This is an optimization exercise on Yosys and OpenROAD, whose aim is small area, not a production implementation. RTL that was checked went through simulation tests only; none was proved equivalent to the original. The RTL of run 1 was laid out without a check of its function. Power and IR drop assume default switching activity.

## design.v

```verilog
module rc5_decoder (
    input  wire        clk,
    input  wire        rst,           
    input  wire        req_valid,
    input  wire [35:0] req,
    input  wire [31:0] LOW_BOUND,
    input  wire [31:0] HIGH_BOUND,
    output wire [16:0] rsp,
    output wire        available,
    output wire        evt_en,
    output wire        tick_clr
);
    reg        p1, p0;
    reg [13:0] shn;                  
    wire [31:0] ticks = req[31:0];
    wire [15:0] w     = req[15:0];
    wire        o2    = req[35];
    wire        o1    = req[34];
    wire        o0    = req[33];
    wire [32:1] lc, hc;
    wire t_n0;
    rc5_inv   u_ti0 (.a(ticks[0]), .y(t_n0));
    rc5_nor2  u_lc0 (.a(t_n0), .b(LOW_BOUND[0]), .y(lc[1]));    
    rc5_nand2 u_hc0 (.a(t_n0), .b(HIGH_BOUND[0]), .y(hc[1]));    
    wire t_n1, l_nor1, l_nand1, h_nor1, h_nand1;
    rc5_inv   u_ti1 (.a(ticks[1]), .y(t_n1));
    rc5_nor2  u_lo1 (.a(t_n1), .b(LOW_BOUND[1]), .y(l_nor1));
    rc5_nand2 u_la1 (.a(t_n1), .b(LOW_BOUND[1]), .y(l_nand1));
    rc5_nor2  u_ho1 (.a(t_n1), .b(HIGH_BOUND[1]), .y(h_nor1));
    rc5_nand2 u_ha1 (.a(t_n1), .b(HIGH_BOUND[1]), .y(h_nand1));
    rc5_o21ai u_lc1 (.a1(l_nor1), .a2(lc[1]), .b1(l_nand1), .y(lc[2]));
    rc5_o21ai u_hc1 (.a1(h_nor1), .a2(hc[1]), .b1(h_nand1), .y(hc[2]));
    wire t_n2;
    rc5_inv   u_ti2 (.a(ticks[2]), .y(t_n2));
    rc5_maj3  u_lc2 (.a(t_n2), .b(LOW_BOUND[2]), .c(lc[2]), .y(lc[3]));
    rc5_maj3  u_hc2 (.a(t_n2), .b(HIGH_BOUND[2]), .c(hc[2]), .y(hc[3]));
    wire t_n3;
    rc5_inv   u_ti3 (.a(ticks[3]), .y(t_n3));
    rc5_maj3  u_lc3 (.a(t_n3), .b(LOW_BOUND[3]), .c(lc[3]), .y(lc[4]));
    rc5_maj3  u_hc3 (.a(t_n3), .b(HIGH_BOUND[3]), .c(hc[3]), .y(hc[4]));
    wire t_n4;
    rc5_inv   u_ti4 (.a(ticks[4]), .y(t_n4));
    rc5_maj3  u_lc4 (.a(t_n4), .b(LOW_BOUND[4]), .c(lc[4]), .y(lc[5]));
    rc5_maj3  u_hc4 (.a(t_n4), .b(HIGH_BOUND[4]), .c(hc[4]), .y(hc[5]));
    wire t_n5;
    rc5_inv   u_ti5 (.a(ticks[5]), .y(t_n5));
    rc5_maj3  u_lc5 (.a(t_n5), .b(LOW_BOUND[5]), .c(lc[5]), .y(lc[6]));
    rc5_maj3  u_hc5 (.a(t_n5), .b(HIGH_BOUND[5]), .c(hc[5]), .y(hc[6]));
    wire t_n6;
    rc5_inv   u_ti6 (.a(ticks[6]), .y(t_n6));
    rc5_maj3  u_lc6 (.a(t_n6), .b(LOW_BOUND[6]), .c(lc[6]), .y(lc[7]));
    rc5_maj3  u_hc6 (.a(t_n6), .b(HIGH_BOUND[6]), .c(hc[6]), .y(hc[7]));
    wire lb_n7, hb_n7, l_and7, l_or7, h_and7, h_or7;
    rc5_inv   u_li7 (.a(LOW_BOUND[7]), .y(lb_n7));
    rc5_inv   u_hi7 (.a(HIGH_BOUND[7]), .y(hb_n7));
    rc5_nor2  u_la7 (.a(ticks[7]), .b(lb_n7), .y(l_and7));
    rc5_nand2 u_lo7 (.a(ticks[7]), .b(lb_n7), .y(l_or7));
    rc5_nor2  u_ha7 (.a(ticks[7]), .b(hb_n7), .y(h_and7));
    rc5_nand2 u_ho7 (.a(ticks[7]), .b(hb_n7), .y(h_or7));
    rc5_o21ai u_lc7 (.a1(l_and7), .a2(lc[7]), .b1(l_or7), .y(lc[8]));
    rc5_o21ai u_hc7 (.a1(h_and7), .a2(hc[7]), .b1(h_or7), .y(hc[8]));
    wire t_n8, l_nor8, l_nand8, h_nor8, h_nand8;
    rc5_inv   u_ti8 (.a(ticks[8]), .y(t_n8));
    rc5_nor2  u_lo8 (.a(t_n8), .b(LOW_BOUND[8]), .y(l_nor8));
    rc5_nand2 u_la8 (.a(t_n8), .b(LOW_BOUND[8]), .y(l_nand8));
    rc5_nor2  u_ho8 (.a(t_n8), .b(HIGH_BOUND[8]), .y(h_nor8));
    rc5_nand2 u_ha8 (.a(t_n8), .b(HIGH_BOUND[8]), .y(h_nand8));
    rc5_o21ai u_lc8 (.a1(l_nor8), .a2(lc[8]), .b1(l_nand8), .y(lc[9]));
    rc5_o21ai u_hc8 (.a1(h_nor8), .a2(hc[8]), .b1(h_nand8), .y(hc[9]));
    wire lb_n9, hb_n9, l_and9, l_or9, h_and9, h_or9;
    rc5_inv   u_li9 (.a(LOW_BOUND[9]), .y(lb_n9));
    rc5_inv   u_hi9 (.a(HIGH_BOUND[9]), .y(hb_n9));
    rc5_nor2  u_la9 (.a(ticks[9]), .b(lb_n9), .y(l_and9));
    rc5_nand2 u_lo9 (.a(ticks[9]), .b(lb_n9), .y(l_or9));
    rc5_nor2  u_ha9 (.a(ticks[9]), .b(hb_n9), .y(h_and9));
    rc5_nand2 u_ho9 (.a(ticks[9]), .b(hb_n9), .y(h_or9));
    rc5_o21ai u_lc9 (.a1(l_and9), .a2(lc[9]), .b1(l_or9), .y(lc[10]));
    rc5_o21ai u_hc9 (.a1(h_and9), .a2(hc[9]), .b1(h_or9), .y(hc[10]));
    wire t_n10, l_nor10, l_nand10, h_nor10, h_nand10;
    rc5_inv   u_ti10 (.a(ticks[10]), .y(t_n10));
    rc5_nor2  u_lo10 (.a(t_n10), .b(LOW_BOUND[10]), .y(l_nor10));
    rc5_nand2 u_la10 (.a(t_n10), .b(LOW_BOUND[10]), .y(l_nand10));
    rc5_nor2  u_ho10 (.a(t_n10), .b(HIGH_BOUND[10]), .y(h_nor10));
    rc5_nand2 u_ha10 (.a(t_n10), .b(HIGH_BOUND[10]), .y(h_nand10));
    rc5_o21ai u_lc10 (.a1(l_nor10), .a2(lc[10]), .b1(l_nand10), .y(lc[11]));
    rc5_o21ai u_hc10 (.a1(h_nor10), .a2(hc[10]), .b1(h_nand10), .y(hc[11]));
    wire lb_n11, hb_n11, l_and11, l_or11, h_and11, h_or11;
    rc5_inv   u_li11 (.a(LOW_BOUND[11]), .y(lb_n11));
    rc5_inv   u_hi11 (.a(HIGH_BOUND[11]), .y(hb_n11));
    rc5_nor2  u_la11 (.a(ticks[11]), .b(lb_n11), .y(l_and11));
    rc5_nand2 u_lo11 (.a(ticks[11]), .b(lb_n11), .y(l_or11));
    rc5_nor2  u_ha11 (.a(ticks[11]), .b(hb_n11), .y(h_and11));
    rc5_nand2 u_ho11 (.a(ticks[11]), .b(hb_n11), .y(h_or11));
    rc5_o21ai u_lc11 (.a1(l_and11), .a2(lc[11]), .b1(l_or11), .y(lc[12]));
    rc5_o21ai u_hc11 (.a1(h_and11), .a2(hc[11]), .b1(h_or11), .y(hc[12]));
    wire t_n12, l_nor12, l_nand12, h_nor12, h_nand12;
    rc5_inv   u_ti12 (.a(ticks[12]), .y(t_n12));
    rc5_nor2  u_lo12 (.a(t_n12), .b(LOW_BOUND[12]), .y(l_nor12));
    rc5_nand2 u_la12 (.a(t_n12), .b(LOW_BOUND[12]), .y(l_nand12));
    rc5_nor2  u_ho12 (.a(t_n12), .b(HIGH_BOUND[12]), .y(h_nor12));
    rc5_nand2 u_ha12 (.a(t_n12), .b(HIGH_BOUND[12]), .y(h_nand12));
    rc5_o21ai u_lc12 (.a1(l_nor12), .a2(lc[12]), .b1(l_nand12), .y(lc[13]));
    rc5_o21ai u_hc12 (.a1(h_nor12), .a2(hc[12]), .b1(h_nand12), .y(hc[13]));
    wire lb_n13, hb_n13, l_and13, l_or13, h_and13, h_or13;
    rc5_inv   u_li13 (.a(LOW_BOUND[13]), .y(lb_n13));
    rc5_inv   u_hi13 (.a(HIGH_BOUND[13]), .y(hb_n13));
    rc5_nor2  u_la13 (.a(ticks[13]), .b(lb_n13), .y(l_and13));
    rc5_nand2 u_lo13 (.a(ticks[13]), .b(lb_n13), .y(l_or13));
    rc5_nor2  u_ha13 (.a(ticks[13]), .b(hb_n13), .y(h_and13));
    rc5_nand2 u_ho13 (.a(ticks[13]), .b(hb_n13), .y(h_or13));
    rc5_o21ai u_lc13 (.a1(l_and13), .a2(lc[13]), .b1(l_or13), .y(lc[14]));
    rc5_o21ai u_hc13 (.a1(h_and13), .a2(hc[13]), .b1(h_or13), .y(hc[14]));
    wire t_n14, l_nor14, l_nand14, h_nor14, h_nand14;
    rc5_inv   u_ti14 (.a(ticks[14]), .y(t_n14));
    rc5_nor2  u_lo14 (.a(t_n14), .b(LOW_BOUND[14]), .y(l_nor14));
    rc5_nand2 u_la14 (.a(t_n14), .b(LOW_BOUND[14]), .y(l_nand14));
    rc5_nor2  u_ho14 (.a(t_n14), .b(HIGH_BOUND[14]), .y(h_nor14));
    rc5_nand2 u_ha14 (.a(t_n14), .b(HIGH_BOUND[14]), .y(h_nand14));
    rc5_o21ai u_lc14 (.a1(l_nor14), .a2(lc[14]), .b1(l_nand14), .y(lc[15]));
    rc5_o21ai u_hc14 (.a1(h_nor14), .a2(hc[14]), .b1(h_nand14), .y(hc[15]));
    wire lb_n15, hb_n15, l_and15, l_or15, h_and15, h_or15;
    rc5_inv   u_li15 (.a(LOW_BOUND[15]), .y(lb_n15));
    rc5_inv   u_hi15 (.a(HIGH_BOUND[15]), .y(hb_n15));
    rc5_nor2  u_la15 (.a(ticks[15]), .b(lb_n15), .y(l_and15));
    rc5_nand2 u_lo15 (.a(ticks[15]), .b(lb_n15), .y(l_or15));
    rc5_nor2  u_ha15 (.a(ticks[15]), .b(hb_n15), .y(h_and15));
    rc5_nand2 u_ho15 (.a(ticks[15]), .b(hb_n15), .y(h_or15));
    rc5_o21ai u_lc15 (.a1(l_and15), .a2(lc[15]), .b1(l_or15), .y(lc[16]));
    rc5_o21ai u_hc15 (.a1(h_and15), .a2(hc[15]), .b1(h_or15), .y(hc[16]));
    wire t_n16, l_nor16, l_nand16, h_nor16, h_nand16;
    rc5_inv   u_ti16 (.a(ticks[16]), .y(t_n16));
    rc5_nor2  u_lo16 (.a(t_n16), .b(LOW_BOUND[16]), .y(l_nor16));
    rc5_nand2 u_la16 (.a(t_n16), .b(LOW_BOUND[16]), .y(l_nand16));
    rc5_nor2  u_ho16 (.a(t_n16), .b(HIGH_BOUND[16]), .y(h_nor16));
    rc5_nand2 u_ha16 (.a(t_n16), .b(HIGH_BOUND[16]), .y(h_nand16));
    rc5_o21ai u_lc16 (.a1(l_nor16), .a2(lc[16]), .b1(l_nand16), .y(lc[17]));
    rc5_o21ai u_hc16 (.a1(h_nor16), .a2(hc[16]), .b1(h_nand16), .y(hc[17]));
    wire lb_n17, hb_n17, l_and17, l_or17, h_and17, h_or17;
    rc5_inv   u_li17 (.a(LOW_BOUND[17]), .y(lb_n17));
    rc5_inv   u_hi17 (.a(HIGH_BOUND[17]), .y(hb_n17));
    rc5_nor2  u_la17 (.a(ticks[17]), .b(lb_n17), .y(l_and17));
    rc5_nand2 u_lo17 (.a(ticks[17]), .b(lb_n17), .y(l_or17));
    rc5_nor2  u_ha17 (.a(ticks[17]), .b(hb_n17), .y(h_and17));
    rc5_nand2 u_ho17 (.a(ticks[17]), .b(hb_n17), .y(h_or17));
    rc5_o21ai u_lc17 (.a1(l_and17), .a2(lc[17]), .b1(l_or17), .y(lc[18]));
    rc5_o21ai u_hc17 (.a1(h_and17), .a2(hc[17]), .b1(h_or17), .y(hc[18]));
    wire t_n18, l_nor18, l_nand18, h_nor18, h_nand18;
    rc5_inv   u_ti18 (.a(ticks[18]), .y(t_n18));
    rc5_nor2  u_lo18 (.a(t_n18), .b(LOW_BOUND[18]), .y(l_nor18));
    rc5_nand2 u_la18 (.a(t_n18), .b(LOW_BOUND[18]), .y(l_nand18));
    rc5_nor2  u_ho18 (.a(t_n18), .b(HIGH_BOUND[18]), .y(h_nor18));
    rc5_nand2 u_ha18 (.a(t_n18), .b(HIGH_BOUND[18]), .y(h_nand18));
    rc5_o21ai u_lc18 (.a1(l_nor18), .a2(lc[18]), .b1(l_nand18), .y(lc[19]));
    rc5_o21ai u_hc18 (.a1(h_nor18), .a2(hc[18]), .b1(h_nand18), .y(hc[19]));
    wire lb_n19, hb_n19, l_and19, l_or19, h_and19, h_or19;
    rc5_inv   u_li19 (.a(LOW_BOUND[19]), .y(lb_n19));
    rc5_inv   u_hi19 (.a(HIGH_BOUND[19]), .y(hb_n19));
    rc5_nor2  u_la19 (.a(ticks[19]), .b(lb_n19), .y(l_and19));
    rc5_nand2 u_lo19 (.a(ticks[19]), .b(lb_n19), .y(l_or19));
    rc5_nor2  u_ha19 (.a(ticks[19]), .b(hb_n19), .y(h_and19));
    rc5_nand2 u_ho19 (.a(ticks[19]), .b(hb_n19), .y(h_or19));
    rc5_o21ai u_lc19 (.a1(l_and19), .a2(lc[19]), .b1(l_or19), .y(lc[20]));
    rc5_o21ai u_hc19 (.a1(h_and19), .a2(hc[19]), .b1(h_or19), .y(hc[20]));
    wire t_n20, l_nor20, l_nand20, h_nor20, h_nand20;
    rc5_inv   u_ti20 (.a(ticks[20]), .y(t_n20));
    rc5_nor2  u_lo20 (.a(t_n20), .b(LOW_BOUND[20]), .y(l_nor20));
    rc5_nand2 u_la20 (.a(t_n20), .b(LOW_BOUND[20]), .y(l_nand20));
    rc5_nor2  u_ho20 (.a(t_n20), .b(HIGH_BOUND[20]), .y(h_nor20));
    rc5_nand2 u_ha20 (.a(t_n20), .b(HIGH_BOUND[20]), .y(h_nand20));
    rc5_o21ai u_lc20 (.a1(l_nor20), .a2(lc[20]), .b1(l_nand20), .y(lc[21]));
    rc5_o21ai u_hc20 (.a1(h_nor20), .a2(hc[20]), .b1(h_nand20), .y(hc[21]));
    wire lb_n21, hb_n21, l_and21, l_or21, h_and21, h_or21;
    rc5_inv   u_li21 (.a(LOW_BOUND[21]), .y(lb_n21));
    rc5_inv   u_hi21 (.a(HIGH_BOUND[21]), .y(hb_n21));
    rc5_nor2  u_la21 (.a(ticks[21]), .b(lb_n21), .y(l_and21));
    rc5_nand2 u_lo21 (.a(ticks[21]), .b(lb_n21), .y(l_or21));
    rc5_nor2  u_ha21 (.a(ticks[21]), .b(hb_n21), .y(h_and21));
    rc5_nand2 u_ho21 (.a(ticks[21]), .b(hb_n21), .y(h_or21));
    rc5_o21ai u_lc21 (.a1(l_and21), .a2(lc[21]), .b1(l_or21), .y(lc[22]));
    rc5_o21ai u_hc21 (.a1(h_and21), .a2(hc[21]), .b1(h_or21), .y(hc[22]));
    wire t_n22, l_nor22, l_nand22, h_nor22, h_nand22;
    rc5_inv   u_ti22 (.a(ticks[22]), .y(t_n22));
    rc5_nor2  u_lo22 (.a(t_n22), .b(LOW_BOUND[22]), .y(l_nor22));
    rc5_nand2 u_la22 (.a(t_n22), .b(LOW_BOUND[22]), .y(l_nand22));
    rc5_nor2  u_ho22 (.a(t_n22), .b(HIGH_BOUND[22]), .y(h_nor22));
    rc5_nand2 u_ha22 (.a(t_n22), .b(HIGH_BOUND[22]), .y(h_nand22));
    rc5_o21ai u_lc22 (.a1(l_nor22), .a2(lc[22]), .b1(l_nand22), .y(lc[23]));
    rc5_o21ai u_hc22 (.a1(h_nor22), .a2(hc[22]), .b1(h_nand22), .y(hc[23]));
    wire lb_n23, hb_n23, l_and23, l_or23, h_and23, h_or23;
    rc5_inv   u_li23 (.a(LOW_BOUND[23]), .y(lb_n23));
    rc5_inv   u_hi23 (.a(HIGH_BOUND[23]), .y(hb_n23));
    rc5_nor2  u_la23 (.a(ticks[23]), .b(lb_n23), .y(l_and23));
    rc5_nand2 u_lo23 (.a(ticks[23]), .b(lb_n23), .y(l_or23));
    rc5_nor2  u_ha23 (.a(ticks[23]), .b(hb_n23), .y(h_and23));
    rc5_nand2 u_ho23 (.a(ticks[23]), .b(hb_n23), .y(h_or23));
    rc5_o21ai u_lc23 (.a1(l_and23), .a2(lc[23]), .b1(l_or23), .y(lc[24]));
    rc5_o21ai u_hc23 (.a1(h_and23), .a2(hc[23]), .b1(h_or23), .y(hc[24]));
    wire t_n24, l_nor24, l_nand24, h_nor24, h_nand24;
    rc5_inv   u_ti24 (.a(ticks[24]), .y(t_n24));
    rc5_nor2  u_lo24 (.a(t_n24), .b(LOW_BOUND[24]), .y(l_nor24));
    rc5_nand2 u_la24 (.a(t_n24), .b(LOW_BOUND[24]), .y(l_nand24));
    rc5_nor2  u_ho24 (.a(t_n24), .b(HIGH_BOUND[24]), .y(h_nor24));
    rc5_nand2 u_ha24 (.a(t_n24), .b(HIGH_BOUND[24]), .y(h_nand24));
    rc5_o21ai u_lc24 (.a1(l_nor24), .a2(lc[24]), .b1(l_nand24), .y(lc[25]));
    rc5_o21ai u_hc24 (.a1(h_nor24), .a2(hc[24]), .b1(h_nand24), .y(hc[25]));
    wire lb_n25, hb_n25, l_and25, l_or25, h_and25, h_or25;
    rc5_inv   u_li25 (.a(LOW_BOUND[25]), .y(lb_n25));
    rc5_inv   u_hi25 (.a(HIGH_BOUND[25]), .y(hb_n25));
    rc5_nor2  u_la25 (.a(ticks[25]), .b(lb_n25), .y(l_and25));
    rc5_nand2 u_lo25 (.a(ticks[25]), .b(lb_n25), .y(l_or25));
    rc5_nor2  u_ha25 (.a(ticks[25]), .b(hb_n25), .y(h_and25));
    rc5_nand2 u_ho25 (.a(ticks[25]), .b(hb_n25), .y(h_or25));
    rc5_o21ai u_lc25 (.a1(l_and25), .a2(lc[25]), .b1(l_or25), .y(lc[26]));
    rc5_o21ai u_hc25 (.a1(h_and25), .a2(hc[25]), .b1(h_or25), .y(hc[26]));
    wire t_n26, l_nor26, l_nand26, h_nor26, h_nand26;
    rc5_inv   u_ti26 (.a(ticks[26]), .y(t_n26));
    rc5_nor2  u_lo26 (.a(t_n26), .b(LOW_BOUND[26]), .y(l_nor26));
    rc5_nand2 u_la26 (.a(t_n26), .b(LOW_BOUND[26]), .y(l_nand26));
    rc5_nor2  u_ho26 (.a(t_n26), .b(HIGH_BOUND[26]), .y(h_nor26));
    rc5_nand2 u_ha26 (.a(t_n26), .b(HIGH_BOUND[26]), .y(h_nand26));
    rc5_o21ai u_lc26 (.a1(l_nor26), .a2(lc[26]), .b1(l_nand26), .y(lc[27]));
    rc5_o21ai u_hc26 (.a1(h_nor26), .a2(hc[26]), .b1(h_nand26), .y(hc[27]));
    wire lb_n27, hb_n27, l_and27, l_or27, h_and27, h_or27;
    rc5_inv   u_li27 (.a(LOW_BOUND[27]), .y(lb_n27));
    rc5_inv   u_hi27 (.a(HIGH_BOUND[27]), .y(hb_n27));
    rc5_nor2  u_la27 (.a(ticks[27]), .b(lb_n27), .y(l_and27));
    rc5_nand2 u_lo27 (.a(ticks[27]), .b(lb_n27), .y(l_or27));
    rc5_nor2  u_ha27 (.a(ticks[27]), .b(hb_n27), .y(h_and27));
    rc5_nand2 u_ho27 (.a(ticks[27]), .b(hb_n27), .y(h_or27));
    rc5_o21ai u_lc27 (.a1(l_and27), .a2(lc[27]), .b1(l_or27), .y(lc[28]));
    rc5_o21ai u_hc27 (.a1(h_and27), .a2(hc[27]), .b1(h_or27), .y(hc[28]));
    wire t_n28, l_nor28, l_nand28, h_nor28, h_nand28;
    rc5_inv   u_ti28 (.a(ticks[28]), .y(t_n28));
    rc5_nor2  u_lo28 (.a(t_n28), .b(LOW_BOUND[28]), .y(l_nor28));
    rc5_nand2 u_la28 (.a(t_n28), .b(LOW_BOUND[28]), .y(l_nand28));
    rc5_nor2  u_ho28 (.a(t_n28), .b(HIGH_BOUND[28]), .y(h_nor28));
    rc5_nand2 u_ha28 (.a(t_n28), .b(HIGH_BOUND[28]), .y(h_nand28));
    rc5_o21ai u_lc28 (.a1(l_nor28), .a2(lc[28]), .b1(l_nand28), .y(lc[29]));
    rc5_o21ai u_hc28 (.a1(h_nor28), .a2(hc[28]), .b1(h_nand28), .y(hc[29]));
    wire lb_n29, hb_n29, l_and29, l_or29, h_and29, h_or29;
    rc5_inv   u_li29 (.a(LOW_BOUND[29]), .y(lb_n29));
    rc5_inv   u_hi29 (.a(HIGH_BOUND[29]), .y(hb_n29));
    rc5_nor2  u_la29 (.a(ticks[29]), .b(lb_n29), .y(l_and29));
    rc5_nand2 u_lo29 (.a(ticks[29]), .b(lb_n29), .y(l_or29));
    rc5_nor2  u_ha29 (.a(ticks[29]), .b(hb_n29), .y(h_and29));
    rc5_nand2 u_ho29 (.a(ticks[29]), .b(hb_n29), .y(h_or29));
    rc5_o21ai u_lc29 (.a1(l_and29), .a2(lc[29]), .b1(l_or29), .y(lc[30]));
    rc5_o21ai u_hc29 (.a1(h_and29), .a2(hc[29]), .b1(h_or29), .y(hc[30]));
    wire t_n30, l_nor30, l_nand30, h_nor30, h_nand30;
    rc5_inv   u_ti30 (.a(ticks[30]), .y(t_n30));
    rc5_nor2  u_lo30 (.a(t_n30), .b(LOW_BOUND[30]), .y(l_nor30));
    rc5_nand2 u_la30 (.a(t_n30), .b(LOW_BOUND[30]), .y(l_nand30));
    rc5_nor2  u_ho30 (.a(t_n30), .b(HIGH_BOUND[30]), .y(h_nor30));
    rc5_nand2 u_ha30 (.a(t_n30), .b(HIGH_BOUND[30]), .y(h_nand30));
    rc5_o21ai u_lc30 (.a1(l_nor30), .a2(lc[30]), .b1(l_nand30), .y(lc[31]));
    rc5_o21ai u_hc30 (.a1(h_nor30), .a2(hc[30]), .b1(h_nand30), .y(hc[31]));
    wire lb_n31, hb_n31, l_and31, l_or31, h_and31, h_or31;
    rc5_inv   u_li31 (.a(LOW_BOUND[31]), .y(lb_n31));
    rc5_inv   u_hi31 (.a(HIGH_BOUND[31]), .y(hb_n31));
    rc5_nor2  u_la31 (.a(ticks[31]), .b(lb_n31), .y(l_and31));
    rc5_nand2 u_lo31 (.a(ticks[31]), .b(lb_n31), .y(l_or31));
    rc5_nor2  u_ha31 (.a(ticks[31]), .b(hb_n31), .y(h_and31));
    rc5_nand2 u_ho31 (.a(ticks[31]), .b(hb_n31), .y(h_or31));
    rc5_o21ai u_lc31 (.a1(l_and31), .a2(lc[31]), .b1(l_or31), .y(lc[32]));
    rc5_o21ai u_hc31 (.a1(h_and31), .a2(hc[31]), .b1(h_or31), .y(hc[32]));
    wire is_long;
    rc5_nor2b u_long (.a(hc[32]), .b(lc[32]), .y(is_long));    
    wire en, x10, nd, deliver, arm_n;
    rc5_or2    u_en   (.a(p1), .b(p0), .y(en));                        
    rc5_xor2   u_x10  (.a(o1), .b(o0), .y(x10));
    rc5_nand3  u_nd   (.a(req_valid), .b(x10), .c(en), .y(nd));
    rc5_nor3   u_dlv  (.a(nd), .b(o2), .c(rst), .y(deliver));
    assign tick_clr = deliver;
    rc5_nand4b u_arm  (.a(o2), .b(req_valid), .c(o1), .d(o0), .y(arm_n));  
    wire eL_n, eP;
    rc5_mux2i  u_el   (.s(o0), .a1(is_long), .a0(req[1]), .y(eL_n));    
    rc5_mux2   u_ep   (.s(o0), .a1(req[32]), .a0(req[0]), .y(eP));
    wire nb, y_bad, m_err_n, err, emit, d_a, d_b, done;
    rc5_xnor2  u_nb   (.a(shn[0]), .b(p0), .y(nb));                    
    rc5_xnor2  u_ybad (.a(eP), .b(nb), .y(y_bad));                     
    rc5_maj3   u_merr (.a(eL_n), .b(shn[13]), .c(p0), .y(m_err_n));
    rc5_nand2b u_err  (.a(y_bad), .b(m_err_n), .y(err));               
    rc5_nand2  u_emit (.a(p0), .b(eL_n), .y(emit));                    
    rc5_nor2   u_da   (.a(nb), .b(shn[12]), .y(d_a));                  
    rc5_nor2   u_db   (.a(shn[0]), .b(shn[13]), .y(d_b));              
    rc5_mux2   u_done (.s(emit), .a1(d_a), .a0(d_b), .y(done));
    wire ed, p1_d, p1_m_n, z, p0_d, p0_m_n, p1_nx, p0_nx;
    rc5_or2    u_ed   (.a(err), .b(done), .y(ed));
    rc5_nand2  u_p1d  (.a(p1), .b(ed), .y(p1_d));                      
    rc5_mux2i  u_p1m  (.s(deliver), .a1(p1_d), .a0(p1), .y(p1_m_n));
    rc5_nor3b  u_p1n  (.a(rst), .b(p1_m_n), .c(arm_n), .y(p1_nx));
    rc5_nor2b  u_z    (.a(done), .b(emit), .y(z));                     
    rc5_or3b   u_p0d  (.a(err), .b(z), .c(p1), .y(p0_d));              
    rc5_mux2i  u_p0m  (.s(deliver), .a1(p0_d), .a0(p0), .y(p0_m_n));
    rc5_a21oi  u_p0n2 (.a1(arm_n), .a2(p0_m_n), .b1(rst), .y(p0_nx));    
    wire p1_n, sft_n, shift, h13_n, nbit_n;
    rc5_inv    u_p1n2 (.a(p1), .y(p1_n));
    rc5_nand3  u_sft  (.a(deliver), .b(p1), .c(emit), .y(sft_n));      
    rc5_o21a   u_shf  (.a1(p1_n), .a2(emit), .b1(deliver), .y(shift));  
    rc5_or2    u_h13  (.a(shift), .b(rst), .y(h13_n));                 
    rc5_nor2b  u_nbit (.a(nb), .b(p1), .y(nbit_n));                    
    wire [13:0] shn_nx;
    genvar k;
    generate
        for (k = 1; k < 13; k = k + 1) begin : g_sh
            rc5_o22a u_sh (.a1(sft_n), .a2(shn[k-1]), .b1(shift), .b2(shn[k]), .y(shn_nx[k]));
        end
    endgenerate
    rc5_mux2 u_sh0  (.s(shift), .a1(nbit_n), .a0(shn[0]), .y(shn_nx[0]));
    rc5_o22a u_sh13 (.a1(sft_n), .a2(shn[12]), .b1(h13_n), .b2(shn[13]), .y(shn_nx[13]));
    always @(posedge clk) begin
        p1  <= p1_nx;
        p0  <= p0_nx;
        shn <= shn_nx;
    end
    wire g, avail, ga_n, take_n, xcmd, xtog, xaddr;
    rc5_and3b  u_g    (.a(rst), .b(req_valid), .c(o2), .y(g));         
    rc5_nor2   u_av   (.a(en), .b(shn[13]), .y(avail));                
    rc5_nand2  u_ga   (.a(g), .b(avail), .y(ga_n));
    rc5_or3    u_take (.a(o1), .b(o0), .c(ga_n), .y(take_n));          
    rc5_and3b  u_xc   (.a(o1), .b(g), .c(o0), .y(xcmd));
    rc5_and3b  u_xt   (.a(o0), .b(g), .c(o1), .y(xtog));
    rc5_and3   u_xa   (.a(g), .b(o1), .c(o0), .y(xaddr));
    assign available = avail;
    assign evt_en    = en;
    rc5_o31a   u_r16  (.a1(o1), .a2(o0), .a3(avail), .b1(g), .y(rsp[16]));
    assign rsp[15:14] = 2'b00;
    generate
        for (k = 6; k < 14; k = k + 1) begin : g_rw
            rc5_nor2 u_r (.a(take_n), .b(shn[k]), .y(rsp[k]));
        end
        for (k = 1; k < 5; k = k + 1) begin : g_rc
            wire c_n, a_n;
            rc5_nand2  u_c (.a(xcmd), .b(w[k]), .y(c_n));
            rc5_nand2  u_a (.a(xaddr), .b(w[k+6]), .y(a_n));
            rc5_o211ai u_r (.a1(take_n), .a2(shn[k]), .b1(c_n), .c1(a_n), .y(rsp[k]));
        end
    endgenerate
    wire r5_c, r0_ct, r0_a;
    rc5_nand2  u_r5c (.a(xcmd), .b(w[5]), .y(r5_c));
    rc5_o21ai  u_r5  (.a1(take_n), .a2(shn[5]), .b1(r5_c), .y(rsp[5]));
    rc5_a22oi  u_r0c (.a1(xcmd), .a2(w[0]), .b1(xtog), .b2(w[11]), .y(r0_ct));
    rc5_nand2  u_r0a (.a(xaddr), .b(w[6]), .y(r0_a));
    rc5_o211ai u_r0  (.a1(take_n), .a2(shn[0]), .b1(r0_ct), .c1(r0_a), .y(rsp[0]));
endmodule
module rc5_inv    (input wire a, output wire y);                          assign y = ~a;                  endmodule
module rc5_nand2  (input wire a, input wire b, output wire y);            assign y = ~(a & b);            endmodule
module rc5_nor2   (input wire a, input wire b, output wire y);            assign y = ~(a | b);            endmodule
module rc5_and2   (input wire a, input wire b, output wire y);            assign y = a & b;               endmodule
module rc5_or2    (input wire a, input wire b, output wire y);            assign y = a | b;               endmodule
module rc5_xor2   (input wire a, input wire b, output wire y);            assign y = a ^ b;               endmodule
module rc5_xnor2  (input wire a, input wire b, output wire y);            assign y = ~(a ^ b);            endmodule
module rc5_nor2b  (input wire a, input wire b, output wire y);            assign y = ~a & b;              endmodule
module rc5_nand2b (input wire a, input wire b, output wire y);            assign y = a | ~b;              endmodule
module rc5_nand3  (input wire a, input wire b, input wire c, output wire y); assign y = ~(a & b & c);     endmodule
module rc5_nor3   (input wire a, input wire b, input wire c, output wire y); assign y = ~(a | b | c);     endmodule
module rc5_and3   (input wire a, input wire b, input wire c, output wire y); assign y = a & b & c;        endmodule
module rc5_and3b  (input wire a, input wire b, input wire c, output wire y); assign y = ~a & b & c;       endmodule
module rc5_nand3b (input wire a, input wire b, input wire c, output wire y); assign y = ~(~a & b & c);    endmodule
module rc5_nor3b  (input wire a, input wire b, input wire c, output wire y); assign y = ~a & ~b & c;      endmodule
module rc5_or3b   (input wire a, input wire b, input wire c, output wire y); assign y = a | b | ~c;       endmodule
module rc5_maj3   (input wire a, input wire b, input wire c, output wire y); assign y = (a & b) | (c & (a | b)); endmodule
module rc5_nor4   (input wire a, input wire b, input wire c, input wire d, output wire y); assign y = ~(a | b | c | d); endmodule
module rc5_nand4b (input wire a, input wire b, input wire c, input wire d, output wire y); assign y = ~(~a & b & c & d); endmodule
module rc5_mux2   (input wire s, input wire a1, input wire a0, output wire y); assign y = s ? a1 : a0;     endmodule
module rc5_mux2i  (input wire s, input wire a1, input wire a0, output wire y); assign y = ~(s ? a1 : a0);  endmodule
module rc5_o21ai  (input wire a1, input wire a2, input wire b1, output wire y); assign y = ~((a1 | a2) & b1); endmodule
module rc5_or3    (input wire a, input wire b, input wire c, output wire y); assign y = a | b | c;        endmodule
module rc5_o21a   (input wire a1, input wire a2, input wire b1, output wire y); assign y = (a1 | a2) & b1;  endmodule
module rc5_o22a   (input wire a1, input wire a2, input wire b1, input wire b2, output wire y);
    assign y = (a1 | a2) & (b1 | b2);
endmodule
module rc5_o211ai (input wire a1, input wire a2, input wire b1, input wire c1, output wire y);
    assign y = ~((a1 | a2) & b1 & c1);
endmodule
module rc5_a21oi  (input wire a1, input wire a2, input wire b1, output wire y); assign y = ~((a1 & a2) | b1); endmodule
module rc5_o31a   (input wire a1, input wire a2, input wire a3, input wire b1, output wire y);
    assign y = (a1 | a2 | a3) & b1;
endmodule
module rc5_a22o   (input wire a1, input wire a2, input wire b1, input wire b2, output wire y);
    assign y = (a1 & a2) | (b1 & b2);
endmodule
module rc5_a22oi  (input wire a1, input wire a2, input wire b1, input wire b2, output wire y);
    assign y = ~((a1 & a2) | (b1 & b2));
endmodule
module rc5_a222oi (input wire a1, input wire a2, input wire b1, input wire b2,
                   input wire c1, input wire c2, output wire y);
    assign y = ~((a1 & a2) | (b1 & b2) | (c1 & c2));
endmodule
```

## flow/run.sh

```bash
#!/bin/bash
# The standard layout (standard.sh, standard synthesis script), with:
#  * DONT_USE_CELLS: the platform's list plus the larger drive strengths of
#    the logic cells (flow/dont_use.txt), so that synthesis maps the
#    single-gate modules of the RTL to the smallest cells;
#  * port buffers of the smallest buffer cell (buf_1) instead of the cell
#    buffer_ports picks by default;
#  * a clock tree of clkbuf_4 cells, one sink cluster and no dummy loads.
# The whole output of the flow goes to standard_flow.log; ORFS keeps each
# step's log under orfs/logs/.
set -euo pipefail
here=$(cd "$(dirname "$0")" && pwd)
DONT_USE=$(cat "$here/dont_use.txt")
CTS="-sink_clustering_enable -repair_clock_nets -dont_use_dummy_load"
CTS="$CTS -buf_list sky130_fd_sc_hd__clkbuf_4 -root_buf sky130_fd_sc_hd__clkbuf_4"
CTS="$CTS -sink_clustering_buffer sky130_fd_sc_hd__clkbuf_4"
CTS="$CTS -sink_clustering_size 30 -sink_clustering_max_diameter 300"
bash standard.sh "DONT_USE_CELLS=$DONT_USE" \
    "BUFFER_PORTS_ARGS=-buffer_cell sky130_fd_sc_hd__buf_1" \
    "CTS_ARGS=$CTS" finish > standard_flow.log 2>&1
```

## standard.sh

```bash
#!/bin/bash
# synth_recipe.tcl (not shown) runs the flow's synth.tcl, then flattens the netlist and writes it again
# the make line also repeats each setting of config.mk as NAME=value (left out here)
make -C /OpenROAD-flow-scripts/flow DESIGN_CONFIG=/design/flow/config.mk WORK_HOME=/design/flow/orfs CLKGATE_MAP_FILE= SYNTH_SCRIPT=/design/flow/synth_recipe.tcl "${@:-finish}"
```

## constraint.sdc

```tcl
create_clock -name core_clock -period 8.0 [get_ports {clk}]
set_input_delay 1.6000 -clock core_clock [delete_from_list [all_inputs] [get_ports {clk}]]
set_output_delay 1.6000 -clock core_clock [all_outputs]
set_load 0.01 [all_outputs]
```

## flow/dont_use.txt

```
sky130_fd_sc_hd__probe_p_8 sky130_fd_sc_hd__probec_p_8 sky130_fd_sc_hd__lpflow_bleeder_1 sky130_fd_sc_hd__lpflow_bleeder_1 sky130_fd_sc_hd__lpflow_clkbufkapwr_1 sky130_fd_sc_hd__lpflow_clkbufkapwr_16 sky130_fd_sc_hd__lpflow_clkbufkapwr_2 sky130_fd_sc_hd__lpflow_clkbufkapwr_4 sky130_fd_sc_hd__lpflow_clkbufkapwr_8 sky130_fd_sc_hd__lpflow_clkinvkapwr_1 sky130_fd_sc_hd__lpflow_clkinvkapwr_16 sky130_fd_sc_hd__lpflow_clkinvkapwr_2 sky130_fd_sc_hd__lpflow_clkinvkapwr_4 sky130_fd_sc_hd__lpflow_clkinvkapwr_8 sky130_fd_sc_hd__lpflow_decapkapwr_12 sky130_fd_sc_hd__lpflow_decapkapwr_3 sky130_fd_sc_hd__lpflow_decapkapwr_4 sky130_fd_sc_hd__lpflow_decapkapwr_6 sky130_fd_sc_hd__lpflow_decapkapwr_8 sky130_fd_sc_hd__lpflow_inputiso0n_1 sky130_fd_sc_hd__lpflow_inputiso0p_1 sky130_fd_sc_hd__lpflow_inputiso1n_1 sky130_fd_sc_hd__lpflow_inputiso1p_1 sky130_fd_sc_hd__lpflow_inputisolatch_1 sky130_fd_sc_hd__lpflow_isobufsrc_1 sky130_fd_sc_hd__lpflow_isobufsrc_16 sky130_fd_sc_hd__lpflow_isobufsrc_2 sky130_fd_sc_hd__lpflow_isobufsrc_4 sky130_fd_sc_hd__lpflow_isobufsrc_8 sky130_fd_sc_hd__lpflow_isobufsrckapwr_16 sky130_fd_sc_hd__lpflow_lsbuf_lh_hl_isowell_tap_1 sky130_fd_sc_hd__lpflow_lsbuf_lh_hl_isowell_tap_2 sky130_fd_sc_hd__lpflow_lsbuf_lh_hl_isowell_tap_4 sky130_fd_sc_hd__lpflow_lsbuf_lh_isowell_4 sky130_fd_sc_hd__lpflow_lsbuf_lh_isowell_tap_1 sky130_fd_sc_hd__lpflow_lsbuf_lh_isowell_tap_2 sky130_fd_sc_hd__lpflow_lsbuf_lh_isowell_tap_4  sky130_fd_sc_hd__a2111o_2 sky130_fd_sc_hd__a2111o_4 sky130_fd_sc_hd__a2111oi_2 sky130_fd_sc_hd__a2111oi_4 sky130_fd_sc_hd__a211o_2 sky130_fd_sc_hd__a211o_4 sky130_fd_sc_hd__a211oi_2 sky130_fd_sc_hd__a211oi_4 sky130_fd_sc_hd__a21bo_2 sky130_fd_sc_hd__a21bo_4 sky130_fd_sc_hd__a21boi_2 sky130_fd_sc_hd__a21boi_4 sky130_fd_sc_hd__a21o_2 sky130_fd_sc_hd__a21o_4 sky130_fd_sc_hd__a21oi_2 sky130_fd_sc_hd__a21oi_4 sky130_fd_sc_hd__a221o_2 sky130_fd_sc_hd__a221o_4 sky130_fd_sc_hd__a221oi_2 sky130_fd_sc_hd__a221oi_4 sky130_fd_sc_hd__a22o_2 sky130_fd_sc_hd__a22o_4 sky130_fd_sc_hd__a22oi_2 sky130_fd_sc_hd__a22oi_4 sky130_fd_sc_hd__a2bb2o_2 sky130_fd_sc_hd__a2bb2o_4 sky130_fd_sc_hd__a2bb2oi_2 sky130_fd_sc_hd__a2bb2oi_4 sky130_fd_sc_hd__a311o_2 sky130_fd_sc_hd__a311o_4 sky130_fd_sc_hd__a311oi_2 sky130_fd_sc_hd__a311oi_4 sky130_fd_sc_hd__a31o_2 sky130_fd_sc_hd__a31o_4 sky130_fd_sc_hd__a31oi_2 sky130_fd_sc_hd__a31oi_4 sky130_fd_sc_hd__a32o_2 sky130_fd_sc_hd__a32o_4 sky130_fd_sc_hd__a32oi_2 sky130_fd_sc_hd__a32oi_4 sky130_fd_sc_hd__a41o_2 sky130_fd_sc_hd__a41o_4 sky130_fd_sc_hd__a41oi_2 sky130_fd_sc_hd__a41oi_4 sky130_fd_sc_hd__and2_2 sky130_fd_sc_hd__and2_4 sky130_fd_sc_hd__and2b_2 sky130_fd_sc_hd__and2b_4 sky130_fd_sc_hd__and3_2 sky130_fd_sc_hd__and3_4 sky130_fd_sc_hd__and3b_2 sky130_fd_sc_hd__and3b_4 sky130_fd_sc_hd__and4_2 sky130_fd_sc_hd__and4_4 sky130_fd_sc_hd__and4b_2 sky130_fd_sc_hd__and4b_4 sky130_fd_sc_hd__and4bb_2 sky130_fd_sc_hd__and4bb_4 sky130_fd_sc_hd__dfbbn_2 sky130_fd_sc_hd__dfrbp_2 sky130_fd_sc_hd__dfrtp_2 sky130_fd_sc_hd__dfrtp_4 sky130_fd_sc_hd__dfsbp_2 sky130_fd_sc_hd__dfstp_2 sky130_fd_sc_hd__dfstp_4 sky130_fd_sc_hd__dlclkp_2 sky130_fd_sc_hd__dlclkp_4 sky130_fd_sc_hd__dlrbn_2 sky130_fd_sc_hd__dlrbp_2 sky130_fd_sc_hd__dlrtn_2 sky130_fd_sc_hd__dlrtn_4 sky130_fd_sc_hd__dlrtp_2 sky130_fd_sc_hd__dlrtp_4 sky130_fd_sc_hd__dlxbn_2 sky130_fd_sc_hd__dlxtn_2 sky130_fd_sc_hd__dlxtn_4 sky130_fd_sc_hd__ebufn_2 sky130_fd_sc_hd__ebufn_4 sky130_fd_sc_hd__ebufn_8 sky130_fd_sc_hd__einvn_2 sky130_fd_sc_hd__einvn_4 sky130_fd_sc_hd__einvn_8 sky130_fd_sc_hd__einvp_2 sky130_fd_sc_hd__einvp_4 sky130_fd_sc_hd__einvp_8 sky130_fd_sc_hd__fa_2 sky130_fd_sc_hd__fa_4 sky130_fd_sc_hd__ha_2 sky130_fd_sc_hd__ha_4 sky130_fd_sc_hd__inv_12 sky130_fd_sc_hd__inv_16 sky130_fd_sc_hd__inv_2 sky130_fd_sc_hd__inv_4 sky130_fd_sc_hd__inv_6 sky130_fd_sc_hd__inv_8 sky130_fd_sc_hd__maj3_2 sky130_fd_sc_hd__maj3_4 sky130_fd_sc_hd__mux2_2 sky130_fd_sc_hd__mux2_4 sky130_fd_sc_hd__mux2_8 sky130_fd_sc_hd__mux2i_2 sky130_fd_sc_hd__mux2i_4 sky130_fd_sc_hd__mux4_2 sky130_fd_sc_hd__mux4_4 sky130_fd_sc_hd__nand2_2 sky130_fd_sc_hd__nand2_4 sky130_fd_sc_hd__nand2_8 sky130_fd_sc_hd__nand2b_2 sky130_fd_sc_hd__nand2b_4 sky130_fd_sc_hd__nand3_2 sky130_fd_sc_hd__nand3_4 sky130_fd_sc_hd__nand3b_2 sky130_fd_sc_hd__nand3b_4 sky130_fd_sc_hd__nand4_2 sky130_fd_sc_hd__nand4_4 sky130_fd_sc_hd__nand4b_2 sky130_fd_sc_hd__nand4b_4 sky130_fd_sc_hd__nand4bb_2 sky130_fd_sc_hd__nand4bb_4 sky130_fd_sc_hd__nor2_2 sky130_fd_sc_hd__nor2_4 sky130_fd_sc_hd__nor2_8 sky130_fd_sc_hd__nor2b_2 sky130_fd_sc_hd__nor2b_4 sky130_fd_sc_hd__nor3_2 sky130_fd_sc_hd__nor3_4 sky130_fd_sc_hd__nor3b_2 sky130_fd_sc_hd__nor3b_4 sky130_fd_sc_hd__nor4_2 sky130_fd_sc_hd__nor4_4 sky130_fd_sc_hd__nor4b_2 sky130_fd_sc_hd__nor4b_4 sky130_fd_sc_hd__nor4bb_2 sky130_fd_sc_hd__nor4bb_4 sky130_fd_sc_hd__o2111a_2 sky130_fd_sc_hd__o2111a_4 sky130_fd_sc_hd__o2111ai_2 sky130_fd_sc_hd__o2111ai_4 sky130_fd_sc_hd__o211a_2 sky130_fd_sc_hd__o211a_4 sky130_fd_sc_hd__o211ai_2 sky130_fd_sc_hd__o211ai_4 sky130_fd_sc_hd__o21a_2 sky130_fd_sc_hd__o21a_4 sky130_fd_sc_hd__o21ai_2 sky130_fd_sc_hd__o21ai_4 sky130_fd_sc_hd__o21ba_2 sky130_fd_sc_hd__o21ba_4 sky130_fd_sc_hd__o21bai_2 sky130_fd_sc_hd__o21bai_4 sky130_fd_sc_hd__o221a_2 sky130_fd_sc_hd__o221a_4 sky130_fd_sc_hd__o221ai_2 sky130_fd_sc_hd__o221ai_4 sky130_fd_sc_hd__o22a_2 sky130_fd_sc_hd__o22a_4 sky130_fd_sc_hd__o22ai_2 sky130_fd_sc_hd__o22ai_4 sky130_fd_sc_hd__o2bb2a_2 sky130_fd_sc_hd__o2bb2a_4 sky130_fd_sc_hd__o2bb2ai_2 sky130_fd_sc_hd__o2bb2ai_4 sky130_fd_sc_hd__o311a_2 sky130_fd_sc_hd__o311a_4 sky130_fd_sc_hd__o311ai_2 sky130_fd_sc_hd__o311ai_4 sky130_fd_sc_hd__o31a_2 sky130_fd_sc_hd__o31a_4 sky130_fd_sc_hd__o31ai_2 sky130_fd_sc_hd__o31ai_4 sky130_fd_sc_hd__o32a_2 sky130_fd_sc_hd__o32a_4 sky130_fd_sc_hd__o32ai_2 sky130_fd_sc_hd__o32ai_4 sky130_fd_sc_hd__o41a_2 sky130_fd_sc_hd__o41a_4 sky130_fd_sc_hd__o41ai_2 sky130_fd_sc_hd__o41ai_4 sky130_fd_sc_hd__or2_2 sky130_fd_sc_hd__or2_4 sky130_fd_sc_hd__or2b_2 sky130_fd_sc_hd__or2b_4 sky130_fd_sc_hd__or3_2 sky130_fd_sc_hd__or3_4 sky130_fd_sc_hd__or3b_2 sky130_fd_sc_hd__or3b_4 sky130_fd_sc_hd__or4_2 sky130_fd_sc_hd__or4_4 sky130_fd_sc_hd__or4b_2 sky130_fd_sc_hd__or4b_4 sky130_fd_sc_hd__or4bb_2 sky130_fd_sc_hd__or4bb_4 sky130_fd_sc_hd__sdfbbn_2 sky130_fd_sc_hd__sdfrbp_2 sky130_fd_sc_hd__sdfrtp_2 sky130_fd_sc_hd__sdfrtp_4 sky130_fd_sc_hd__sdfsbp_2 sky130_fd_sc_hd__sdfstp_2 sky130_fd_sc_hd__sdfstp_4 sky130_fd_sc_hd__sdfxbp_2 sky130_fd_sc_hd__sdfxtp_2 sky130_fd_sc_hd__sdfxtp_4 sky130_fd_sc_hd__sdlclkp_2 sky130_fd_sc_hd__sdlclkp_4 sky130_fd_sc_hd__sedfxbp_2 sky130_fd_sc_hd__sedfxtp_2 sky130_fd_sc_hd__sedfxtp_4 sky130_fd_sc_hd__xnor2_2 sky130_fd_sc_hd__xnor2_4 sky130_fd_sc_hd__xnor3_2 sky130_fd_sc_hd__xnor3_4 sky130_fd_sc_hd__xor2_2 sky130_fd_sc_hd__xor2_4 sky130_fd_sc_hd__xor3_2 sky130_fd_sc_hd__xor3_4
```

## config.mk

```make
export PLATFORM = sky130hd
export DESIGN_NAME = rc5_decoder
export DESIGN_NICKNAME = rc5_decoder
export VERILOG_FILES = /design/flow/design.v
export SDC_FILE = /design/flow/constraint.sdc
export NUM_CORES = 4
export LEC_CHECK = 0
export CAP_MARGIN = 20
export CORE_MARGIN = 2
export CORE_UTILIZATION = 40
export SLEW_MARGIN = 20
export SYNTH_HIERARCHICAL = 1
export SYNTH_MINIMUM_KEEP_SIZE = 0
```

==> results.tsv, run 1 <==
metric	value	unit
die_x	70.5	um
clock-sinks	16	
overflow	0	
crit_path_top_delay_cell	maj3_1	
setup_slack	570	ps
reg2reg_slack	5790	ps
setup_violations	0	
antenna_cells	0	
hold_class	reg -> reg	
netlist_instances	308	
syn_to_final_growth	31.6	%
synth.avg_cell_area	5.74	um2
die_area	4970	um2
fin_nets	538	
clkTransAtPathRegs	90	ps
ys_seq_elements	16	
rows	24	
power_density	98.3	nW/um2
period_share	92.9	%
cpMostUsedCell	o21ai_1	
seq_area_frac_synth	18.1	%
wirelength	5140	um
rsz0062_at_grt	no	
coreArea	4290	um2
cts_buffers	3	
multi_input_area	1260	um2
cp.arrival	7590	ps
cts-root-buf	clkbuf_4	
maxCapViolations	0	
outcome	no timing/DRC/antenna violations	
nFillCells	482	
pin_count	123	
min_period	7430	ps
ant_nets	0	
setup.worst_path.start_class	primary input	
relSlewSlack	56.7	%
synth_warnings	7	
drtPass1Iterations	5	
h-tree-depth	1	
wl_per_cell	10.6	um
tightest_slew	644	ps
finalHoldViolCount	0	
die_y	70.5	um
vias	2247	
vias_per_cell	4.63	
layout-drive-gt1-share	2.08	%
gp_congestion	0.888	
antenna_found_initial	0	
criticalPathCategory	in -> reg	
layout.area.seq	320	um2
drt-initial-drc-count	87	
cts_tree	built	
whs	516	ps
dp_hpwl	4470	um
slowest_delay	360	ps
skew	11.4	ps
synth_cell_type_count	29	
grtUsageTotal	19.7	%
grt_pass1_wl	8270	um
clockBufferDepth	2	
clock_latency	270	ps
netlist_area	1770	um2
grt_max_degree	15	
crit_path_end_kind	flip-flop	
grt_pass1_vias	1899	
total_power	0.229	mW
setup_tns	0	ps
cp_max_fo	4	
cp.required	8160	ps
start_util	41.2	%
leakage	1.04	nW
drc_errors	0	
ctsHoldBuffers	0	
fmax	135	MHz
portBuffers	120	
pre_cts_ws	36.3	ps
peakVddDrop	0.0000876	V
drv_slew	0	
-- layout by cell type (no fill, tap or decap), types with 2 or more instances in the layout --
cell type and instances:
nand3_1 2, clkbuf_4 3, buf_4 4, nand2_1 66
buf_1 118, o22a_1 13, conb_1 2, mux2i_1 3
nor2_1 64, and3b_1 3, xnor2_1 2, inv_1 45
o21ai_1 53, or2_1 3, dfxtp_1 16, mux2_1 3
o211ai_1 5, maj3_1 11, nor2b_1 3
-- flip-flops by register name, indices dropped and copies added, names as in the netlist --
name / count
p0: 1
p1: 1
shn: 14
-- per-module statistics from Yosys (local to each module, per instance), excerpt --
module | cell area (um2) | copies in the design | flip-flops and latches
rc5_nor3 | 5.00 | 1 | 0
rc5_nor2b | 6.26 | 3 | 0
rc5_o22a | 8.76 | 13 | 0
rc5_a21oi | 5.00 | 1 | 0
rc5_and3b | 8.76 | 3 | 0
rc5_and3 | 6.26 | 1 | 0
rc5_mux2 | 11.3 | 3 | 0
rc5_nand2 | 3.75 | 66 | 0
rc5_or2 | 6.26 | 3 | 0
rc5_decoder | 339 | 1 | 16
-- cells by family (layout without fill, tap and decap cells) --
logic type / after synthesis / in the layout / share of synthesized area, %
and+or+nand+nor: 148 / 148 / 34.5
AOI/OAI and AO/OA: 75 / 75 / 25.2
buffers and inverters: 48 / 172 / 10.6
DFF: 16 / 16 / 18.1
adders and majority gates: 11 / 11 / 6.23
muxes: 6 / 6 / 3.61
xor gates and xnor gates: 3 / 3 / 1.49
other: 1 / 2 / 0.212
-- timing repair --
| action | CTS | global route |
|---|---|---|
| buffers inserted | 0 | 1 |
| gates resized for setup | 0 | 6 |
| setup endpoints to repair | 0 | 16 |
-- synthesized netlist by cell type --
cell       n  area, um2
nor2b_1    3       18.8
nor3_1     1       5.00
nand3_1    2       10.0
or3_1      1       6.26
xor2_1     1       8.76
nand2b_1   1       6.26
buf_4      2       15.0
o31a_1     1       8.76
inv_1     46        173
nand2_1   66        248
o21a_1     1       7.51
nor2_1    64        240
o22a_1    13        114
o211ai_1   5       37.5
maj3_1    11        110
or2_1      3       18.8
dfxtp_1   16        320
o21ai_1   53        265
xnor2_1    2       17.5
and3b_1    3       26.3
nor3b_1    1       7.51
mux2_1     3       33.8
or3b_1     1       8.76
mux2i_1    3       30.0
and3_1     1       6.26
a22oi_1    1       7.51
nand4b_1   1       8.76
conb_1     1       3.75
a21oi_1    1       5.00
-- critical path: cells and delay by family --
kind,cells,cell delay [ps]
buffers and inverters,2,150
muxes,3,550
and+or+nand+nor,5,680
adders and majority gates,5,1780
AOI/OAI and AO/OA,27,2850
-- power by group --
| group | total, mW | internal, mW | switching (mW) | leakage (nW) |
|---|---|---|---|---|
| Sequential | 0.101 | 0.0918 | 0.00905 | 0.132 |
| Combinational | 0.0889 | 0.0440 | 0.0450 | 0.892 |
| Clock | 0.0389 | 0.0174 | 0.0215 | 0.0138 |
| Total | 0.229 | 0.153 | 0.0755 | 1.04 |
-- path summary, 6_finish.rpt --
check	from	to	cells after the start
max	req[1]	p0	42
max reg2reg	p1	shn[2]	5
min reg2reg	shn[4]	shn[4]	1
min	shn[4]	shn[4]	1
-- per-layer routing --
| layer | vias to the layer above | track usage [%] | share of wire (%) |
|---|---|---|---|
| met5 | - | 0 | 0 |
| met4 | 0 | 3.21 | 0.18 |
| met3 | 2 | 1.44 | 6.6 |
| met2 | 73 | 33.6 | 47 |
| met1 | 924 | 27.5 | 46 |
| li1 | 1248 | - | - |
-- through the flow --
stage	utilization (%)	instance area, um2	cells
3_5_place_dp	53.3	2290	481
2_1_floorplan	-	1770	309
5_1_grt	54.2	2330	485
4_1_cts	53.8	2310	484
6_report	54.2	2330	485
3_3_place_gp	53.3	2290	481
-- layout make-up --
| class | instances | area share [%] |
|---|---|---|
| Multi-Input combinational cell | 245 | 54.3 |
| Sequential cell | 16 | 13.8 |
| Inverter | 46 | 7.63 |
| Tap cell | 52 | 2.80 |
| Timing Repair Buffer | 123 | 20.5 |
| Clock buffer | 3 | 0.968 |
==> run 2, diff against run 1 <==
--- a/design.v
+++ b/design.v
@@ -285,10 +285,9 @@
     rc5_nor2   u_db   (.a(shn[0]), .b(shn[13]), .y(d_b));              
     rc5_mux2   u_done (.s(emit), .a1(d_a), .a0(d_b), .y(done));
-    wire ed, p1_d, p1_m_n, z, p0_d, p0_m_n, p1_nx, p0_nx;
-    rc5_or2    u_ed   (.a(err), .b(done), .y(ed));
-    rc5_nand2  u_p1d  (.a(p1), .b(ed), .y(p1_d));                      
+    wire p1_d, p1_m_n, z, p0_d, p0_m_n, p1_nx, p0_nx;
+    rc5_o21ai  u_p1d  (.a1(err), .a2(done), .b1(p1), .y(p1_d));         
     rc5_mux2i  u_p1m  (.s(deliver), .a1(p1_d), .a0(p1), .y(p1_m_n));
     rc5_nor3b  u_p1n  (.a(rst), .b(p1_m_n), .c(arm_n), .y(p1_nx));
-    rc5_nor2b  u_z    (.a(done), .b(emit), .y(z));                     
+    rc5_nor2b  u_z    (.a(d_a), .b(emit), .y(z));                      
     rc5_or3b   u_p0d  (.a(err), .b(z), .c(p1), .y(p0_d));              
     rc5_mux2i  u_p0m  (.s(deliver), .a1(p0_d), .a0(p0), .y(p0_m_n));
@@ -347,5 +346,4 @@
 module rc5_nand2  (input wire a, input wire b, output wire y);            assign y = ~(a & b);            endmodule
 module rc5_nor2   (input wire a, input wire b, output wire y);            assign y = ~(a | b);            endmodule
-module rc5_and2   (input wire a, input wire b, output wire y);            assign y = a & b;               endmodule
 module rc5_or2    (input wire a, input wire b, output wire y);            assign y = a | b;               endmodule
 module rc5_xor2   (input wire a, input wire b, output wire y);            assign y = a ^ b;               endmodule
@@ -357,9 +355,7 @@
 module rc5_and3   (input wire a, input wire b, input wire c, output wire y); assign y = a & b & c;        endmodule
 module rc5_and3b  (input wire a, input wire b, input wire c, output wire y); assign y = ~a & b & c;       endmodule
-module rc5_nand3b (input wire a, input wire b, input wire c, output wire y); assign y = ~(~a & b & c);    endmodule
 module rc5_nor3b  (input wire a, input wire b, input wire c, output wire y); assign y = ~a & ~b & c;      endmodule
 module rc5_or3b   (input wire a, input wire b, input wire c, output wire y); assign y = a | b | ~c;       endmodule
 module rc5_maj3   (input wire a, input wire b, input wire c, output wire y); assign y = (a & b) | (c & (a | b)); endmodule
-module rc5_nor4   (input wire a, input wire b, input wire c, input wire d, output wire y); assign y = ~(a | b | c | d); endmodule
 module rc5_nand4b (input wire a, input wire b, input wire c, input wire d, output wire y); assign y = ~(~a & b & c & d); endmodule
 module rc5_mux2   (input wire s, input wire a1, input wire a0, output wire y); assign y = s ? a1 : a0;     endmodule
@@ -378,12 +374,5 @@
     assign y = (a1 | a2 | a3) & b1;
 endmodule
-module rc5_a22o   (input wire a1, input wire a2, input wire b1, input wire b2, output wire y);
-    assign y = (a1 & a2) | (b1 & b2);
-endmodule
 module rc5_a22oi  (input wire a1, input wire a2, input wire b1, input wire b2, output wire y);
     assign y = ~((a1 & a2) | (b1 & b2));
 endmodule
-module rc5_a222oi (input wire a1, input wire a2, input wire b1, input wire b2,
-                   input wire c1, input wire c2, output wire y);
-    assign y = ~((a1 & a2) | (b1 & b2) | (c1 & c2));
-endmodule
--- a/config.mk
+++ b/config.mk
@@ -9,4 +9,5 @@
 export CORE_MARGIN = 2
 export CORE_UTILIZATION = 40
+export SETUP_SLACK_MARGIN = -0.4
 export SLEW_MARGIN = 20
 export SYNTH_HIERARCHICAL = 1
==> run 2 against run 1 <==
  * Clock-buffer cell count unchanged
  * Maximum frequency decreased by 3.0%
  * Non-clock buffer count decreased by 1
  * First-iteration DRC count increased by 30%
  * Critical path depth decreased by 1
  * Setup slack got worse by 230 ps
  * Flip-flop and latch count unchanged
  * Die area decreased by 0.27%
  * Synthesized cell count decreased by 0.32%
  * Clock power increased by 2%
  * Largest cell class unchanged
  * Critical path type unchanged
  * Synthesized area decreased by 0.28%
==> results.tsv, run 2 <==
metric	value	unit	change
antenna_cells	0		unchanged
die_y	70.4	um	-0.13%
outcome	no timing/DRC/antenna violations		
skew	12.3	ps	+0.938 ps
cp.required	8160	ps	about the same
ant_nets	0		unchanged
start_util	41.1	%	-0.12 points
pin_count	123		unchanged
wirelength	5160	um	+0.39%
leakage	1.03	nW	-1.2%
layout-drive-gt1-share	1.16	%	-0.92 points
setup_slack	339	ps	-231 ps
final_design_area_no_fill	2300	um2	-0.97%
total_power	0.227	mW	-0.53%
cp_max_fo	4		unchanged
period_share	95.8	%	+2.9 points
clockBufferDepth	2		unchanged
vias_per_cell	4.74		+2.2%
netlist_area	1760	um2	-0.28%
postCtsSetupRepairBufs	0		unchanged
grt_pass1_wl	8480	um	+2.5%
drc_errors	0		unchanged
largest_register_ffs	14		unchanged
criticalPathCategory	in -> reg		
ys_seq_elements	16		unchanged
antenna_found_initial	0		unchanged
most-common-layout-cells	buf_1 (120), nand2_1 (65), nor2_1 (64)		
synth_most_common_cell	nand2_1		
syn_to_final_growth	30.7	%	
cts_buffers	3		unchanged
synth_top_area_share	18.2	%	+0.051 points
setup_violations	0		unchanged
synth_edf_count	0		unchanged
crit_buf_inv	2		unchanged
cts-resized-gates	0		unchanged
overflow	0		unchanged
cpMostUsedCell	o21ai_1		
synth.avg_cell_area	5.74	um2	about the same
fin_cells	483		-0.41%
grtUsageTotal	20.2	%	+0.48 points
grt_max_degree	15		unchanged
drv_slew	0		unchanged
ctsHoldBuffers	0		unchanged
fin_nets	536		-0.37%
dp.cells	480		-0.21%
slowest_delay	370	ps	about the same
tightest_slew	622	ps	-22.7 ps
largest_register	shn		
min_period	7660	ps	+231 ps
whs	510	ps	-6.28 ps
fmax	131	MHz	-3.0%
async_flop_share	0	%	unchanged
critical_path.top_delay_family	compound AO/OA/AOI/OAI gates		
hold_class	reg -> reg		
peakVddDrop	0.000107	V	+22%
netlist_instances	307		-0.32%
seq_area_frac_synth	18.2	%	+0.051 points
clkTransAtPathRegs	90	ps	about the same
portBuffers	120		unchanged
drt-initial-drc-count	113		+30%
vias	2288		+1.8%
postPlaceCellArea	2280	um2	-0.22%
die_area	4950	um2	-0.27%
synth_cell_type_count	29		unchanged
drtPass1Iterations	5		unchanged
cp.arrival	7820	ps	+230 ps
cts-root-buf	clkbuf_4		
die_x	70.4	um	-0.13%
h-tree-depth	1		unchanged
ys_top_cells_by_area	dfxtp_1 (18%), o21ai_1 (15%), nand2_1 (14%)		
synthFlopType	dfxtp_1		
setup.worst_path.start_class	primary input		
cts_tree	built		
final_common_cell	buf_1		
coreArea	4290	um2	unchanged
synth_common_cells	nand2_1 (65), nor2_1 (64), o21ai_1 (54)		
reg_top3	shn (14), p0 (1), p1 (1)		
grt_pass1_vias	2071		+9.1%
relSlewSlack	58.2	%	+1.5 points
rows	24		unchanged
crit_path_end_kind	flip-flop		
dp_hpwl	4420	um	-1.2%
pre_cts_ws	29.6	ps	-6.72 ps
clock_latency	280	ps	about the same
maxCapViolations	0		unchanged
power_density	98.7	nW/um2	+0.44%
crit_path_top_delay_cell	or3b_1		
gp_congestion	0.855		-3.8%
wl_per_cell	10.7	um	+0.81%
synth_warnings	7		unchanged
synth.largest_area_cell	dfxtp_1		
nFillCells	468		-2.9%
finalHoldViolCount	0		unchanged
clock-sinks	16		unchanged
## run 2: cell types whose count changed after synthesis
cell	previous run	this run
nand2_1	66	65
o21ai_1	53	54
or2_1	3	2
## run 2: stage by stage
step | util, % | TNS [ps]
floorplan | - | 0
global placement | 53.1 | 0
detailed placement | 53.1 | 0
CTS | 53.7 | 0
global route | 53.7 | -3500
finish | 53.7 | 0
## run 2: cells by family (layout without fill, tap and decap cells)
logic type / Yosys count / count (layout) / synth area share [%]
other: 1 / 2 / 0.213
adders and majority gates: 11 / 11 / 6.25
muxes: 6 / 6 / 3.62
buffers and inverters: 48 / 171 / 10.6
xor gates and xnor gates: 3 / 3 / 1.49
AOI/OAI and AO/OA: 76 / 76 / 25.6
DFF: 16 / 16 / 18.2
and+or+nand+nor: 146 / 146 / 34.1
## run 2: Yosys stat by module (local to each module, per instance), a selection
module	flip-flops and latches	copies in the design
rc5_xnor2	0	2
rc5_and3	0	1
rc5_decoder	16	1
rc5_o211ai	0	5
rc5_inv	0	46
rc5_o21ai	0	54
rc5_nor3	0	1
rc5_maj3	0	11
rc5_and3b	0	3
rc5_nand4b	0	1
rc5_a21oi	0	1
rc5_o21a	0	1
## run 2: final timing paths
path	startpoint	end	slack [ps]	cells after the start
max reg2reg	p1	shn[0]	6110	5
min reg2reg	shn[9]	shn[10]	510	1
min	shn[9]	shn[10]	510	1
max	req[1]	p0	340	41
## run 2: cell type report
type | instances | area [um2] | share of cell area [%]
Clock buffer | 3 | 22.5 | 0.977
Inverter | 46 | 173 | 7.49
Multi-Input combinational cell | 244 | 1260 | 54.6
Sequential cell | 16 | 320 | 13.9
Tap cell | 52 | 65.1 | 2.82
Timing Repair Buffer | 122 | 465 | 20.2
## run 2: where the power goes
| group | switching, mW | leakage [nW] | total [mW] | internal (mW) |
|---|---|---|---|---|
| logic | 0.0442 | 0.880 | 0.0870 | 0.0428 |
| clock network | 0.0222 | 0.0138 | 0.0396 | 0.0174 |
| registers | 0.00905 | 0.132 | 0.101 | 0.0918 |
| total | 0.0754 | 1.03 | 0.227 | 0.152 |
## run 2: metal layers
layer,vias up,part of all wire (%),global-route usage [%]
li1,1248,-,-
met2,67,46,36.6
met1,969,45,25.0
met5,-,0,0
met3,4,8.1,2.74
met4,0,0.74,4.91

-- re-timing with driven ports --
The results above use ideal ports. As a check the final layouts listed here were re-extracted and re-timed, cells and wires unchanged.
Step 1 (the two cells are an assumption about what drives the block):
set clk [get_ports {clk}]
set_driving_cell -lib_cell sky130_fd_sc_hd__clkbuf_16 $clk
set_driving_cell -lib_cell sky130_fd_sc_hd__buf_2 [delete_from_list [all_inputs] $clk]
Step 2 moves the port delays by t, midway between the first and last clock arrival at a register: inputs arrive t later, outputs are due t later. That takes back most of the time a late clock gives input paths.
Slacks: no drivers / after step 1 / after step 2; pairs: no drivers / after step 1.
run	t, ns	slack for setup (ns)	pins driven straight from the clock port
run 1	0.285	0.570 / 0.547 / 0.262	1
run 2	0.288	0.339 / 0.324 / 0.036	1
After both steps setup and hold are still met in every run listed. For run 1, which loses most, drivers alone change the setup slack by -0.023 ns; drivers and shift together by -0.308 ns.
